Source: an optimization exercise on an open RTL-to-GDS flow (aim: small area, a short achievable clock period and few clock cycles per item). Production flows keep margins and buffers that such runs may drop. In this exercise RTL edits were held to simulation tests only and were not proved equivalent to the original. Power figures rest on the tool's default switching activity, not on a simulated workload.

## exp/garnet
==> flow/design.v (excerpt) <==
module ptc_builder (
    input  wire        clk,
    input  wire        rst,
    input  wire        start,
    output wire        start_ready,
    input  wire [7:0]  cfg_dtype,
    input  wire [31:0] cfg_total,
    input  wire [15:0] cfg_cyl,
    input  wire [7:0]  cfg_heads,
    input  wire [7:0]  cfg_sect,
    input  wire [7:0]  cfg_ilv,
    input  wire [31:0] cfg_nfull,
    output wire [7:0]  rsvd_addr,
    input  wire [7:0]  rsvd_data,
    output wire        out_valid,
    input  wire        out_ready,
    output wire [7:0]  out_data,
    output wire        res_valid,
    output wire        res_refused,
    output wire        res_warn
);
Size: about 660 cells after synthesis, about 120 flip-flops, roughly 150 I/O pins, about 0.0069 mm^2 of cells after synthesis.
clock: 10.0 ns
lec_check: 0
cap_margin: 20
core_margin: 2
core_utilization: 40
place_density: 0.6
slew_margin: 75
standard.sh (not shown) runs the stock make flow with config.mk's settings and CLKGATE_MAP_FILE= SYNTH_SCRIPT=/design/flow/synth_recipe.tcl, a recipe that flattens the netlist after the stock synthesis.
==> flow/flow/run.sh <==
#!/bin/bash
# The standard layout (the standard.sh, unchanged synthesis and steps),
# with one change: the port buffers that global placement inserts on every
# input and output are sky130_fd_sc_hd__buf_1 cells instead of the cell
# buffer_ports picks by itself (clkdlybuf4s50_1, a slow delay buffer).
set -euo pipefail
bash standard.sh "BUFFER_PORTS_ARGS=-buffer_cell sky130_fd_sc_hd__buf_1" finish > make_finish.log 2>&1
Testbench counts of exp/garnet, summed over its fixed seeds: cycles 100,560, builds 192.
Changes in exp/pepper relative to exp/garnet:
# exp/garnet
export LEC_CHECK = 0
export CAP_MARGIN = 20
export CORE_MARGIN = 2
export CORE_UTILIZATION = 40
export PLACE_DENSITY = 0.6
export SLEW_MARGIN = 75
create_clock -name core_clock -period 10.0 [get_ports {clk}]
# exp/pepper
export LEC_CHECK = 0
export CAP_MARGIN = 20
export CORE_MARGIN = 2
export CORE_UTILIZATION = 40
export PLACE_DENSITY = 0.6
export SLEW_MARGIN = 65
create_clock -name core_clock -period 10.0 [get_ports {clk}]
## What came out
The final layouts of exp/pepper and exp/garnet pass the timing, design-rule and antenna checks. Arrival time at the worst endpoint: exp/pepper vs exp/garnet down 0.04 ns. Re H-tree depth: no difference whatsoever between exp/garnet and exp/pepper. Any difference in register clock-pin slew on the reported worst setup and hold paths between exp/garnet and exp/pepper is small enough to ignore. exp/pepper against exp/garnet: buffering stage count on the worst path with inverters included shows a reduction of 1; final period demand of the worst path dropped 0.044 ns; non-clock buffer count -7.2%.
Setup changes, exp/pepper to exp/maple
# exp/pepper
export LEC_CHECK = 0
export CAP_MARGIN = 20
export CORE_MARGIN = 2
export CORE_UTILIZATION = 40
export PLACE_DENSITY = 0.6
export SLEW_MARGIN = 65
create_clock -name core_clock -period 10.0 [get_ports {clk}]
# exp/maple
export LEC_CHECK = 0
export CAP_MARGIN = 20
export CORE_MARGIN = 2
export CORE_UTILIZATION = 65
export PLACE_DENSITY = 0.8
export SLEW_MARGIN = 65
create_clock -name core_clock -period 10.0 [get_ports {clk}]
[summary]
- exp/pepper -> exp/maple: HPWL after detailed placement decreased by a few percent
- Net switching power figure ends up higher on exp/maple.
- The number of design-rule violations left by the first detailed-router iteration in exp/maple is 1.2 times that in exp/pepper.
- In the reports for exp/maple and exp/pepper, the smaller worst-case setup margin in the final layout belongs to exp/maple.
- Compared with exp/pepper, exp/maple shows total detailed-routing wirelength that has gone up slightly.
- In exp/maple, routed via count is higher than in exp/pepper.
- Between exp/maple and exp/pepper, share of final layout cell area taken by clock buffers and inverters is higher for exp/maple, exp/pepper comes in under that.
- Between exp/maple and exp/pepper, the difference in power in sequential cells is negligible.
- Combinational power share is lower on exp/maple
- exp/maple has non-clock buffer count below what exp/pepper had.
What exp/fjord does differently from exp/maple at the input level:
# exp/maple
export LEC_CHECK = 0
export CAP_MARGIN = 20
export CORE_MARGIN = 2
export CORE_UTILIZATION = 65
export PLACE_DENSITY = 0.8
export SLEW_MARGIN = 65
create_clock -name core_clock -period 10.0 [get_ports {clk}]
# exp/fjord
export LEC_CHECK = 0
export CAP_MARGIN = 20
export CORE_MARGIN = 2
export CORE_UTILIZATION = 40
export PLACE_DENSITY = 0.6
export SLEW_MARGIN = 50
create_clock -name core_clock -period 10.0 [get_ports {clk}]
Findings:
- Min final period utilization across exp/fjord and exp/maple: exp/fjord
- exp/fjord vs. exp/maple: clock-buffer cell count increased 1; final setup slack of the worst path +0.17 ns.
--- input diff exp/fjord..exp/amber ---
# exp/fjord
export LEC_CHECK = 0
export CAP_MARGIN = 20
export CORE_MARGIN = 2
export CORE_UTILIZATION = 40
export PLACE_DENSITY = 0.6
export SLEW_MARGIN = 50
create_clock -name core_clock -period 10.0 [get_ports {clk}]
# exp/amber
export LEC_CHECK = 0
export CAP_MARGIN = 20
export CORE_MARGIN = 2
export CORE_UTILIZATION = 40
export CTS_BUF_LIST = sky130_fd_sc_hd__clkbuf_4
export PLACE_DENSITY = 0.6
export SLEW_MARGIN = 65
create_clock -name core_clock -period 10.0 [get_ports {clk}]
### Flow results
According to the power report, total power for exp/amber is lower than for exp/fjord.
Between exp/amber and exp/fjord, latest clock arrival within the worst-skew pair is lower for exp/fjord, exp/amber comes in above that.
Total iterations of the first detailed-routing run (higher): exp/amber
Re post-place setup slack: exp/amber is 0.22 ns up on exp/fjord.
The inputs of exp/raven differ from those of exp/amber as listed below.
# exp/amber
export LEC_CHECK = 0
export CAP_MARGIN = 20
export CORE_MARGIN = 2
export CORE_UTILIZATION = 40
export CTS_BUF_LIST = sky130_fd_sc_hd__clkbuf_4
export PLACE_DENSITY = 0.6
export SLEW_MARGIN = 65
create_clock -name core_clock -period 10.0 [get_ports {clk}]
# exp/raven
export LEC_CHECK = 0
export CAP_MARGIN = 50
export CORE_MARGIN = 2
export CORE_UTILIZATION = 40
export PLACE_DENSITY = 0.6
export SLEW_MARGIN = 65
create_clock -name core_clock -period 10.0 [get_ports {clk}]
Results
exp/raven completed; timing, DRC and antenna clean
Sequential share of cell area ended up 1.5 points lower on exp/raven than on exp/amber.
Minimum clock period on exp/raven is down relative to exp/amber.
exp/raven against exp/amber: number of antenna violations at the first check in global routing now smaller; clock transition at the registers of the reported paths now smaller.
Going from exp/amber to exp/raven, maximum frequency grows by 4.1%.
exp/raven against exp/amber: part of the total power dissipated in combinational logic lost 2.3 points, wire length after detailed routing grew by 150 um, power density normalized to cell area went up about 20%, count of clock-buffer cells in the layout roughly the same, hold slack moved down.
Relative to exp/amber, the total power of exp/raven is higher by 0.00024 W.

re-timing with driven ports:
How much do the figures lean on ideal ports? The routed layouts below were timed once more, with nothing changed but the port constraints. Step 1 assumes that a clkbuf_16 drives the clock port and a buf_2 every other input. Step 2 moves the port delays by t, midway between the first and last clock arrival at a register: inputs arrive t later, outputs are due t later. That takes back most of the time a late clock gives input paths. Slacks: ideal / step 1 / step 2; pairs: ideal / step 1.
run | shift t [ns] | setup WS [ns] | worst register clock-pin slew, ns | cell pins on the clock port's net
exp/garnet | 0.459 | 6.687 / 6.646 / 6.628 | 0.06 / 0.06 | 1
exp/pepper | 0.462 | 6.731 / 6.689 / 6.546 | 0.06 / 0.06 | 1
exp/maple | 0.575 | 6.511 / 6.476 / 6.483 | 0.06 / 0.06 | 1
exp/fjord | 0.463 | 6.679 / 6.638 / 6.331 | 0.06 / 0.06 | 1
exp/amber | 0.584 | 6.597 / 6.558 / 6.578 | 0.11 / 0.11 | 1
exp/raven | 0.462 | 6.731 / 6.689 / 6.546 | 0.06 / 0.06 | 1
After both steps setup and hold are still met in every run listed. For exp/fjord, which loses most, drivers alone change the setup slack by -0.041 ns; drivers and shift together by -0.348 ns.
